What follows belongs to an exercise in optimizing a design on an open flow for small area, a short achievable clock period and few clock cycles; a production flow would make more cautious choices.
No run shown here included a check of the RTL's function; only the layout flow was run.
Power figures rest on the tool's default switching activity, not on a simulated workload.

<file path="design/flow/config.mk">
export PLATFORM = sky130hd
export DESIGN_NAME = phpb_serial
export DESIGN_NICKNAME = phpb_serial
export VERILOG_FILES = /design/flow/design.v
export SDC_FILE = /design/flow/constraint.sdc
export NUM_CORES = 4
export LEC_CHECK = 0
export CAP_MARGIN = 20
export CORE_MARGIN = 2
export CORE_UTILIZATION = 40
export SETUP_SLACK_MARGIN = 3.5
export SLEW_MARGIN = 20
</file>
<file path="design/flow/constraint.sdc">
create_clock -name core_clock -period 6.0 [get_ports {clk}]
set_input_delay 1.2000 -clock core_clock [delete_from_list [all_inputs] [get_ports {clk}]]
set_output_delay 1.2000 -clock core_clock [all_outputs]
set_load 0.01 [all_outputs]
</file>
<file path="design/flow/design.v">
module phpb_serial (
    input  wire        clk,
    input  wire        rst,             
    input  wire        cfg_guard_en,    
    input  wire [16:0] cfg_max_len,     
    input  wire        cfg_drop_zero,   
    input  wire        rx_in_valid,
    output wire        rx_in_ready,
    input  wire [7:0]  rx_in_data,
    input  wire        rx_in_last,      
    output wire        rx_out_valid,
    input  wire        rx_out_ready,
    output wire [7:0]  rx_out_data,
    output wire        rx_out_sop,
    output wire        rx_out_eop,
    output wire [47:0] rx_out_hdr,      
    output wire [16:0] rx_out_tlen,     
    input  wire        tx_in_valid,
    output wire        tx_in_ready,
    input  wire [7:0]  tx_in_data,
    output wire        tx_out_valid,
    input  wire        tx_out_ready,
    output wire [7:0]  tx_out_data,
    output reg  [15:0] cnt_rx_pkt,
    output reg  [15:0] cnt_malformed,
    output reg  [15:0] cnt_zero_drop
);
    reg [15:0] m;           
    reg        g_never;     
    reg        g_always;    
    reg        dz;
    always @(posedge clk) begin
        m        <= cfg_max_len[15:0] - 16'd7;
        g_never  <= !cfg_guard_en || (cfg_max_len >= 17'd65542);
        g_always <= cfg_guard_en && (cfg_max_len < 17'd7);
        dz       <= cfg_drop_zero;
    end
    reg       rdy;
    reg       ib_v;
    reg [7:0] ib_d;
    reg       ib_l;
    reg       ib_ff;
    reg       ib_00;
    reg       ib_gt;        
    wire take = rx_in_valid && rdy;
    assign rx_in_ready = rdy;
    reg        pend;        
    reg        body;        
    reg        disc;        
    reg        drop;        
    reg [2:0]  hc;          
    reg [4:0]  tt;          
    reg [4:0]  ct;          
    reg [39:0] sr;          
    reg        tl_a, tl_b;  
    reg        zf;          
    reg [16:0] remain;      
    reg        rend;        
    reg        ov, osop, oeop;
    reg [7:0]  od;
    reg        ev_pkt, ev_mal, ev_zero;
    wire hdr = !body && !disc;
    wire other  = !ib_ff && !ib_00;
    wire absorb = !pend && ib_ff;           
    wire split  = pend && other;            
    wire [7:0] tdata = pend ? {8{!ib_00}} : ib_d;
    wire tlast  = ib_l && !split;
    wire tgt_lo = split ? (m[7:0] != 8'hFF) : ib_gt;
    wire too_long = tl_a || (tl_b && tgt_lo);
    wire [4:0] tsel = tt & ~{1'b0, tt[4:1]};
    wire [7:0] top_byte = ({8{tsel[0]}} & sr[7:0])   | ({8{tsel[1]}} & sr[15:8])  |
                          ({8{tsel[2]}} & sr[23:16]) | ({8{tsel[3]}} & sr[31:24]) |
                          ({8{tsel[4]}} & sr[39:32]);
    wire [16:0] tlen_new = {1'b0, sr[7:0], tdata} + 17'd7;
    wire hc5   = (hc == 3'd5);
    wire ofree = !ov || rx_out_ready;
    wire acc = ib_v && (absorb || disc ||
                        (hdr  && (hc5 ? (!ct[0] && !ov) : !tt[4])) ||
                        (body && (drop || (!tt[4] && !(ov && osop)))));
    wire tok      = acc && !absorb;             
    wire push     = tok && (hdr || (body && !drop));
    wire complete = tok && hdr && hc5;
    wire zdrop    = dz && zf;
    wire hdr_ok   = complete && !too_long && !zdrop;
    wire hdr_bad  = complete && too_long;
    wire btok     = tok && body;
    wire body_end = btok && rend;
    wire cons     = acc && !split;
    wire load     = ofree && (ct[0] || hdr_ok);
    wire bpush    = push && body;
    wire       n_pend = acc ? absorb : pend;
    wire       n_body = complete ? !too_long : (body && !body_end);
    wire       n_disc = complete ? (too_long && !tlast) : (disc && !(acc && tlast));
    wire       n_drop = complete ? zdrop : drop;
    wire [2:0] n_hc   = complete ? 3'd0 : ((tok && hdr) ? hc + 3'd1 : hc);
    wire       n_ov   = load || (ov && !rx_out_ready);
    wire       n_osop = load ? hdr_ok : osop;
    wire [4:0] n_tt   = (complete && !hdr_ok) ? 5'd0 :
                        (push && !load)      ? {tt[3:0], 1'b1} :
                        (load && !push)      ? {1'b0, tt[4:1]} : tt;
    wire [4:0] n_ct   = hdr_ok              ? 5'b11111 :
                        (bpush && !load)     ? {ct[3:0], 1'b1} :
                        (load && !bpush)     ? {1'b0, ct[4:1]} : ct;
    wire       n_ibv  = take || (ib_v && !cons);
    wire       n_ff   = take ? (rx_in_data == 8'hFF) : ib_ff;
    wire       n_00   = take ? (rx_in_data == 8'h00) : ib_00;
    wire       n_hdr  = !n_body && !n_disc;
    wire       n_hc5  = (n_hc == 3'd5);
    wire g_cons = !(n_pend && !n_ff && !n_00) &&
                  (n_disc || (!n_pend && n_ff) ||
                   (n_hdr  && (n_hc5 ? (!n_ct[0] && !n_ov) : !n_tt[4])) ||
                   (n_body && (n_drop || (!n_tt[4] && !(n_ov && n_osop)))));
    always @(posedge clk) begin
        if (take) begin
            ib_d  <= rx_in_data;
            ib_l  <= rx_in_last;
            ib_ff <= (rx_in_data == 8'hFF);
            ib_00 <= (rx_in_data == 8'h00);
            ib_gt <= (rx_in_data > m[7:0]);
        end
        if (push)
            sr <= {sr[31:0], tdata};
        if (tok && hdr) begin
            if (hc == 3'd0) zf <= (tdata == 8'h00);
            if (hc == 3'd4) begin
                tl_a <= g_always || (!g_never && (tdata > m[15:8]));
                tl_b <= !g_always && !g_never && (tdata == m[15:8]);
            end
        end
        if (complete) begin
            remain <= tlen_new;
            rend   <= (sr[7:0] == 8'h00) && (tdata == 8'h00);
        end else if (btok) begin
            remain <= remain - 17'd1;
            rend   <= (remain == 17'd8);
        end
        if (load) begin
            od   <= top_byte;
            osop <= hdr_ok;
            oeop <= !body && ct[0] && !ct[1];
        end
        if (rst) begin
            rdy     <= 1'b1;
            ib_v    <= 1'b0;
            pend    <= 1'b0;
            body    <= 1'b0;
            disc    <= 1'b0;
            drop    <= 1'b0;
            hc      <= 3'd0;
            tt      <= 5'd0;
            ct      <= 5'd0;
            ov      <= 1'b0;
            ev_pkt  <= 1'b0;
            ev_mal  <= 1'b0;
            ev_zero <= 1'b0;
        end else begin
            rdy     <= !n_ibv || g_cons;
            ib_v    <= n_ibv;
            pend    <= n_pend;
            body    <= n_body;
            disc    <= n_disc;
            drop    <= n_drop;
            hc      <= n_hc;
            tt      <= n_tt;
            ct      <= n_ct;
            ov      <= n_ov;
            ev_pkt  <= body_end && !drop;
            ev_mal  <= hdr_bad;
            ev_zero <= body_end && drop;
        end
    end
    always @(posedge clk) begin
        if (rst) begin
            cnt_rx_pkt    <= 16'd0;
            cnt_malformed <= 16'd0;
            cnt_zero_drop <= 16'd0;
        end else begin
            if (ev_pkt && cnt_rx_pkt != 16'hFFFF)
                cnt_rx_pkt <= cnt_rx_pkt + 16'd1;
            if (ev_mal && cnt_malformed != 16'hFFFF)
                cnt_malformed <= cnt_malformed + 16'd1;
            if (ev_zero && cnt_zero_drop != 16'hFFFF)
                cnt_zero_drop <= cnt_zero_drop + 16'd1;
        end
    end
    assign rx_out_valid = ov;
    assign rx_out_data  = od;
    assign rx_out_sop   = osop;
    assign rx_out_eop   = oeop;
    assign rx_out_hdr   = {od, sr};    
    assign rx_out_tlen  = remain;
    reg       trdy;
    reg       tov;
    reg [7:0] tod;
    reg       tpv, tpb;
    reg       sv;
    reg [7:0] sd;
    wire ttake  = tx_in_valid && trdy;
    wire tofree = !tov || tx_out_ready;
    wire in_sp  = (tx_in_data == 8'hFF) || (tx_in_data == 8'h00);
    wire sd_sp  = (sd == 8'hFF) || (sd == 8'h00);
    wire tdirect = tofree && !tpv && !sv;
    reg  n_sv;
    always @(*) begin
        n_sv = sv;
        if (tofree && !tpv && sv)
            n_sv = 1'b0;
        if (ttake && !tdirect)
            n_sv = 1'b1;
    end
    assign tx_in_ready = trdy;
    always @(posedge clk) begin
        if (tofree) begin
            if (tpv) begin
                tod <= {8{tpb}};
            end else if (sv) begin
                tod <= sd_sp ? 8'hFF : sd;
                tpb <= sd[0];
            end else if (ttake) begin
                tod <= in_sp ? 8'hFF : tx_in_data;
                tpb <= tx_in_data[0];
            end
        end
        if (ttake && !tdirect)
            sd <= tx_in_data;
        if (rst) begin
            trdy <= 1'b1;
            tov  <= 1'b0;
            tpv  <= 1'b0;
            sv   <= 1'b0;
        end else begin
            if (tofree) begin
                if (tpv) begin
                    tov <= 1'b1;
                    tpv <= 1'b0;
                end else if (sv) begin
                    tov <= 1'b1;
                    tpv <= sd_sp;
                end else if (ttake) begin
                    tov <= 1'b1;
                    tpv <= in_sp;
                end else begin
                    tov <= 1'b0;
                end
            end
            sv   <= n_sv;
            trdy <= !n_sv;
        end
    end
    assign tx_out_valid = tov;
    assign tx_out_data  = tod;
endmodule
</file>
<file path="design/flow/flow/run.sh">
#!/bin/bash
# Standard layout, with the port buffers made from buf_2 cells instead of the
# resizer's default choice. Full tool output goes to flow_standard.log.
set -euo pipefail
export BUFFER_PORTS_ARGS="-buffer_cell sky130_fd_sc_hd__buf_2"
bash standard.sh > flow_standard.log 2>&1
</file>
<file path="design/flow/standard.sh">
#!/bin/bash
# synth_recipe.tcl (not shown) runs the flow's synth.tcl, then flattens the netlist and writes it again
# the make line also repeats each setting of config.mk as NAME=value (left out here)
make -C /OpenROAD-flow-scripts/flow DESIGN_CONFIG=/design/flow/config.mk WORK_HOME=/design/flow/orfs CLKGATE_MAP_FILE= SYNTH_SCRIPT=/design/flow/synth_recipe.tcl "${@:-finish}"
</file>
==> flow_metrics.env, run 1 <==
export IMPL_outcome="timing/DRC/antenna clean"
export IMPL_drt_first_iter_violations=336
export IMPL_netlist_instances=915
export IMPL_tightest_slew_ns=0.724
export IMPL_synth_nets=986
export IMPL_fmax_ghz=0.347
export IMPL_die_area_sq_um=24300
export IMPL_hold_viol=0
export IMPL_grt_pass1_vias=6715
export IMPL_wl_per_cell_microns=15.5
export IMPL_syn_area_sq_um=9230
export IMPL_clk_latency_ns=0.43
export IMPL_swShare_pct=24.9
export IMPL_gp_congestion=0.813
export IMPL_critPathLaunchType="flip-flop"
export IMPL_io_buffers=176
export IMPL_num_vias=7300
export IMPL_cts_max_level=4
export IMPL_grt_setup_unrepaired="yes"
export IMPL_antenna_found_initial=0
export IMPL_rows=55
export IMPL_root_buffer="clkbuf_16"
export IMPL_diodes=0
export IMPL_grt_pass1_wl_microns=34700
export IMPL_criticalPathCategory="reg2reg"
export IMPL_core_sq_um=22600
export IMPL_die_w_microns=156
export IMPL_ioPinCount=177
export IMPL_drt_pass1_iter_count=5
export IMPL_slew_viol_final=0
export IMPL_crit_arrival_ns=3.21
export IMPL_hold_class="reg2reg"
export IMPL_ys_types=69
export IMPL_area_growth_syn_to_layout_pct=23.3
export IMPL_fin_total_pwr_mw=2.73
export IMPL_setup_violations=0
export IMPL_cts_made_buffers=17
export IMPL_fin_cells=1404
export IMPL_cts_buffer_depth=2
export IMPL_nets=1177
export IMPL_hold_slack_ns=0.489
export IMPL_post_route_period_util_pct=48.1
export IMPL_yosysSeqAreaShare_pct=52.6
export IMPL_ir_worst_vdd_mv=0.183
export IMPL_clk_pin_slew_ns=0.08
export IMPL_power_density_nw_per_um2=240
export IMPL_async_flop_share_pct=0
export IMPL_die_height_microns=156
export IMPL_synth_avg_cell_area_sq_um=10.1
export IMPL_cts_tree="done"
export IMPL_cp_end_kind="flip-flop"
export IMPL_cts_sinks=194
export IMPL_ys_warn_count=1
export IMPL_dp_hpwl_microns=15600
export IMPL_cap_violations=0
export IMPL_drt_wl_total_microns=21700
export IMPL_crit_fanout=7
export IMPL_p_switching_mw=0.682
export IMPL_routed_via_density=5.20
export IMPL_hold_buffers=0
export IMPL_grt_overflow=0
export IMPL_critPathRequiredTime_ns=6.33
export IMPL_ys_ff_latch=194
export IMPL_p_comb_share_pct=6.2
export IMPL_drc=0
export IMPL_layout_drive_gt1_share_pct=26.9
export IMPL_layout_min_cycle_time_ns=2.89
export IMPL_synth_edff_count=97
export IMPL_p_int_mw=2.05
export IMPL_slew_headroom_pct=51.2
export IMPL_pwr_share_seq_pct=53.1
export IMPL_fin_util_pct=50.3
export IMPL_clockPowerShare_pct=40.8
export IMPL_start_util_pct=40.8
export IMPL_tns_ns=0
export IMPL_clock_skew_ns=0.0158
export IMPL_ant_nets=0
export IMPL_track_usage_pct=17.8
export IMPL_p_leak_nw=4.54
export IMPL_synth_ff_type="edfxtp_1"
export IMPL_place_inst=1344
export IMPL_grt_max_degree=33
[synthesized netlist by cell type, types with 11 or more instances]
master	count	area share, %
nand3_1	33	1.8
nor3_1	14	0.76
inv_1	51	2.1
a22oi_1	16	1.3
nor4_1	11	0.75
dfxtp_1	97	21
nor2_1	119	4.8
or3_1	14	0.95
o21ai_0	40	2.2
a21oi_1	49	2.7
nor2b_1	14	0.95
xnor2_1	27	2.6
xor2_1	46	4.4
o31ai_1	16	1.3
nand4_1	28	1.9
nand2_1	69	2.8
edfxtp_1	97	32
ha_1	29	3.9
clkbuf_1	22	0.90
[placed cells by master, fill, tap and decap left out, types with 4 or more instances in the layout]
cell,count
a21o_1,6
a21oi_1,45
a22oi_1,16
a31oi_1,7
and2_1,5
and3_1,6
and4_1,6
buf_2,176
buf_4,28
clkbuf_16,17
clkinvlp_4,5
dfxtp_1,90
dfxtp_2,4
edfxtp_1,97
ha_1,24
inv_1,46
inv_6,7
mux2i_1,6
nand2_1,68
nand2b_1,7
nand3_1,32
nand4_1,28
nor2_1,115
nor2_4,4
nor2b_1,13
nor3_1,14
nor3b_1,4
nor4_1,10
o21ai_0,38
o21ai_1,4
o31ai_1,14
or3_1,14
or4_1,5
xnor2_1,27
xor2_1,46
[routing by layer]
metal | part of all wire (%) | global-route usage [%] | vias to the layer above
met2 | 48 | 29.9 | 174
met5 | 0 | 0 | -
met1 | 47 | 23.8 | 3450
met3 | 4.1 | 3.22 | 16
li1 | - | - | 3660
met4 | 0.94 | 4.72 | 0
[path summary, 6_finish.rpt]
kind                                    endpoint  slack [ns]        startpoint  cells past startpoint
worst min-delay path            sr[24]$_DFFE_PP_        0.49  sr[16]$_DFFE_PP_                      0
worst min register to register  sr[24]$_DFFE_PP_        0.49  sr[16]$_DFFE_PP_                      0
worst max-delay path              rdy$_SDFF_PP1_        3.11     ib_00$_DFF_P_                     15
worst max register to register    rdy$_SDFF_PP1_        3.11     ib_00$_DFF_P_                     15
[worst max-delay path, stage by stage (launching register included)]
cell and delay, ns:
dfxtp_1 0.37, nand2b_4 0.20, nor4_4 0.35, o21bai_4 0.14, nor2_4 0.16, nor2_4 0.05
nor2_4 0.13, inv_2 0.06, ha_4 0.15, nand2b_4 0.14, a2bb2oi_4 0.16, a21boi_2 0.17
o31ai_2 0.22, and3_1 0.22, o31ai_1 0.07, a21bo_1 0.19
[cells by family after synthesis]
logic type,share of synthesized area [%]
xor+xnor,6.93
simple gates,19.6
compound gates,12.3
fa+ha+maj,3.93
mux,0.651
buf+inv,3.93
flops,52.6
[area by class of cell]
cell class | count | area (sq um)
fillers | 2123 | 11300
flip-flops and latches | 194 | 4870
clock buffers | 17 | 425
multi-input cells | 635 | 4260
repair buffers | 205 | 1100
clock inverters | 15 | 156
repair inverters | 2 | 12.5
well taps | 285 | 357
inverters | 51 | 199
[state kept, by name (all words and copies together), names as in the netlist, 3 cells and up]
name           cells
cnt_zero_drop     16
hc                 3
tod                8
cnt_malformed     16
sr                40
ib_d               8
ct                 5
remain            17
od                 8
sd                 8
cnt_rx_pkt        16
tt                 5
m                 16
[what timing repair did]
action | CTS | global route
resized for setup | 18 | 25
endpoints found under the hold margin | 0 | 0
buffers inserted | 13 | 13
pin swaps | 11 | 15
cloned | 2 | 0
setup endpoints to repair | 64 | 12
[metrics by stage]
stage,instance area (sq um),setup slack (ns)
finish,11400,3.11
global route,11400,2.95
CTS,11200,3.04
detailed placement,10400,1.88
global placement,10400,1.96
floorplan,9340,2.70
[power groups by stage]
stage	sequential [mW]	clock, mW	combinational [mW]
final	1.45	1.11	0.168
after global routing	1.46	1.20	0.190
after CTS	1.45	1.15	0.163
after detailed placement	1.48	0	0.157
after global placement	1.48	0	0.156
after floorplan	1.48	0	0.0891
==> inputs of run 2 (changes only) <==
--- a/design/flow/config.mk
+++ b/design/flow/config.mk
@@ -5,6 +5,7 @@
 export SDC_FILE = /design/flow/constraint.sdc
 export NUM_CORES = 4
 export LEC_CHECK = 0
+export ABC_AREA = 1
 export CAP_MARGIN = 20
 export CORE_MARGIN = 2
 export CORE_UTILIZATION = 40
==> flow_metrics.env, run 2 <==
export IMPL_holdCritStartpoint="cnt_malformed[13]$_SDFFE_PP0P_"
export IMPL_regMostFlops="sr"
export IMPL_slowest_delay_ns=0.33
export IMPL_fmax_ghz=0.378
export IMPL_synth_compound_area_share_pct=11.8
export IMPL_drc=0
export IMPL_drt_wl_total_microns=22200
export IMPL_grt_max_degree=39
export IMPL_synth_ff_type="edfxtp_1"
export IMPL_place_ws_ns=2.31
export IMPL_cp_end_kind="flip-flop"
export IMPL_cts_buffer_depth=2
export IMPL_grt_pass1_wl_microns=34800
export IMPL_area_growth_syn_to_layout_pct=24.0
export IMPL_ant_nets=0
export IMPL_cpMostUsedCell="nand2_1"
export IMPL_setup_slack_ns=3.36
export IMPL_fin_total_pwr_mw=3.04
export IMPL_dp_hpwl_microns=16200
export IMPL_core_sq_um=22600
export IMPL_ys_top_cells_by_area="edfxtp_1 32%, dfxtp_1 21%, nand2_1 6.9%"
export IMPL_slew_headroom_pct=46.3
export IMPL_yosysSeqAreaShare_pct=52.9
export IMPL_cts_sinks=194
export IMPL_cts_made_buffers=17
export IMPL_r2r_start="hc[1]$_SDFF_PP0_"
export IMPL_start_util_pct=40.6
export IMPL_diodes=0
export IMPL_grt_overflow=0
export IMPL_power_density_nw_per_um2=267
export IMPL_layout_commonest_cell="buf_2"
export IMPL_die_height_microns=155
export IMPL_layout_drive_gt1_share_pct=24.4
export IMPL_whs_path_depth=2
export IMPL_hold_buffers=0
export IMPL_critPathRequiredTime_ns=6.32
export IMPL_hold_viol=0
export IMPL_crit_arrival_ns=2.96
export IMPL_cp_num_cells=25
export IMPL_slew_viol_final=0
export IMPL_largestRegisters="sr x40, remain x17"
export IMPL_final_cell_area_sq_um=11400
export IMPL_synth_avg_cell_area_sq_um=8.89
export IMPL_ioPinCount=177
export IMPL_synth_nets=1103
export IMPL_tightest_slew_ns=0.805
export IMPL_gp_congestion=0.820
export IMPL_root_buffer="clkbuf_16"
export IMPL_synthMuxAreaShare_pct=0.109
export IMPL_synth_fa_ha_area_share_pct=3.96
export IMPL_ys_ff_latch=194
export IMPL_hold_class="reg2reg"
export IMPL_clock_skew_ns=0.0126
export IMPL_drt_first_iter_violations=473
export IMPL_ir_worst_vdd_mv=0.158
export IMPL_largest_reg_flops=40
export IMPL_routed_via_density=5.02
export IMPL_grt_setup_unrepaired="yes"
export IMPL_clk_latency_ns=0.44
export IMPL_die_w_microns=155
export IMPL_final_cell_mix="176 x buf_2, 161 x nand2_1, 137 x inv_1, 98 x nor2_1, 97 x edfxtp_1"
export IMPL_crit_fanout=4
export IMPL_netlist_instances=1032
export IMPL_cp_top_family="simple AND/OR/NAND/NOR gates"
export IMPL_clk_pin_slew_ns=0.07
export IMPL_nets=1306
export IMPL_synth_top_family_by_area="simple AND/OR/NAND/NOR gates"
export IMPL_p_leak_nw=4.76
export IMPL_critPathLaunchType="flip-flop"
export IMPL_ys_warn_count=1
export IMPL_die_area_sq_um=24200
export IMPL_setup_violations=0
export IMPL_dpl_cell_area_sq_um=10400
export IMPL_tns_ns=0
export IMPL_critPathBufInv=5
export IMPL_ys_top_cells_by_count="169 x nand2_1, 147 x inv_1, 102 x nor2_1"
export IMPL_yosysTopAreaCell="edfxtp_1"
export IMPL_track_usage_pct=18.1
export IMPL_ys_types=54
export IMPL_worst_r2r_path_depth=25
export IMPL_grt_pass1_vias=6949
export IMPL_cap_violations=0
export IMPL_synth_simple_area_share_pct=20.8
export IMPL_rows=55
export IMPL_crit_path_top_delay_cell="dfxtp_2"
export IMPL_cts_max_level=4
export IMPL_wl_per_cell_microns=14.5
export IMPL_synth_edff_count=97
export IMPL_syn_area_sq_um=9170
export IMPL_io_buffers=176
export IMPL_outcome="timing/DRC/antenna clean"
export IMPL_num_vias=7696
export IMPL_post_route_period_util_pct=44.1
export IMPL_fin_util_pct=50.4
export IMPL_yosysMostFrequentCell="nand2_1"
export IMPL_synth_top_area_share_pct=31.8
export IMPL_criticalPathCategory="reg2reg"
export IMPL_crit_start="hc[1]$_SDFF_PP0_"
export IMPL_async_flop_share_pct=0
export IMPL_synth_xor_area_share_pct=3.06
export IMPL_drt_pass1_iter_count=5
export IMPL_antenna_found_initial=0
export IMPL_cts_tree="done"
export IMPL_layout_min_cycle_time_ns=2.64
## run 2: changes by cell type after synthesis, sizes merged, moves of 14 or more
cell,delta
a22oi,-15
inv,+100
nand2,+108
nor2,-16
nor2b,-14
nor3,+28
o21ai,+21
o31ai,-14
or3,-14
xnor2,-17
xor2,-24
## run 2: layout make-up
class | instances | area, sq um
repair buffers | 202 | 1080
multi-input cells | 666 | 3840
repair inverters | 3 | 20.0
flip-flops and latches | 194 | 4860
clock buffers | 18 | 429
inverters | 151 | 583
clock inverters | 14 | 206
fillers | 2174 | 11200
well taps | 285 | 357
## run 2: kinds of logic (layout without fill, tap and decap cells)
logic type                 count (synthesis)  in the layout
muxes                                      1              1
DFF                                      194            194
buffers and inverters                    172            388
AOI/OAI and AO/OA                        184            184
xor gates and xnor gates                  32             32
and+or+nand+nor                          420            420
adders and majority gates                 29             29
## run 2: final timing paths
check	slack, ns	endpoint
max	3.36	rdy$_SDFF_PP1_
min	0.47	cnt_malformed[13]$_SDFFE_PP0P_
max reg2reg	3.36	rdy$_SDFF_PP1_
min reg2reg	0.47	cnt_malformed[13]$_SDFFE_PP0P_
## run 2: timing repair
action | CTS | global route
pin swaps | 2 | 14
gates cloned | 3 | 0
gates resized for setup | 9 | 41
endpoints found under the setup margin | 76 | 83
setup buffers | 3 | 22
hold endpoints to repair | 0 | 0
## run 2: report_power, final
part / internal [mW] / leakage (nW) / switching, mW
Combinational: 0.116 / 2.75 / 0.193
Sequential: 1.46 / 1.70 / 0.0440
Clock: 0.680 / 0.312 / 0.547
## run 2: per-stage QoR
step,std cells,hold WS [ns]
floorplan,1032,0.444
global placement,1473,0.465
detailed placement,1473,0.466
CTS,1511,0.478
global route,1533,0.512
finish,1533,0.472
## run 2: worst register-to-register path, cell delays in order (launching register included)
cell        delay [ns]
dfxtp_2           0.33
inv_2             0.05
ha_4              0.17
nand2_8           0.08
nand2_2           0.05
nand2_2           0.09
nor2_4            0.05
nor2_1            0.09
o21ai_1           0.06
nand2_1           0.09
inv_2             0.07
nand3_4           0.09
inv_4             0.06
nor2_4            0.15
clkinvlp_4        0.13
ha_4              0.18
inv_4             0.07
nand2_2           0.05
o22ai_2           0.13
o21ai_2           0.10
nand2_1           0.09
nand2_1           0.05
a21oi_1           0.12
nand2_1           0.07
nand2_1           0.06
nand2_1           0.05
## run 2: metal layers
metal | wire length (microns) | vias up | share of wire, % | track usage (%)
met1 | 9910 | 3573 | 45 | 23.2
met5 | 0 | - | 0 | 0
met2 | 11100 | 170 | 50 | 31.0
li1 | - | 3934 | - | -
met4 | 290 | 0 | 1.3 | 5.64
met3 | 864 | 19 | 3.9 | 3.23

==> what the ideal ports hide <==
Ports are ideal in the flow. The routed layouts listed here were re-timed in OpenROAD. Step 1: set_driving_cell puts a clkbuf_16 on clk and a buf_2 on each other input, an assumption about the parent block. Step 2 adds t to the input delays and takes it off the output delays; t is the mean of the earliest and latest rising clock arrival at the registers after step 1. Input paths then give back, and output paths get back, about the clock's delay inside the block. Three values: ideal, step 1, step 2; two values: the first two.
run	shift t [ns]	slack for setup (ns)	latest minus earliest clock arrival (ns)	cell pins on the clock port's net
run 1	0.472	3.115 / 3.115 / 2.675	0.016 / 0.016	1
run 2	0.476	3.356 / 3.356 / 3.082	0.015 / 0.015	1
After both steps every run listed still meets setup and hold. For run 1, which loses most, drivers alone change the setup slack by 0.000 ns; drivers and shift together by -0.440 ns.
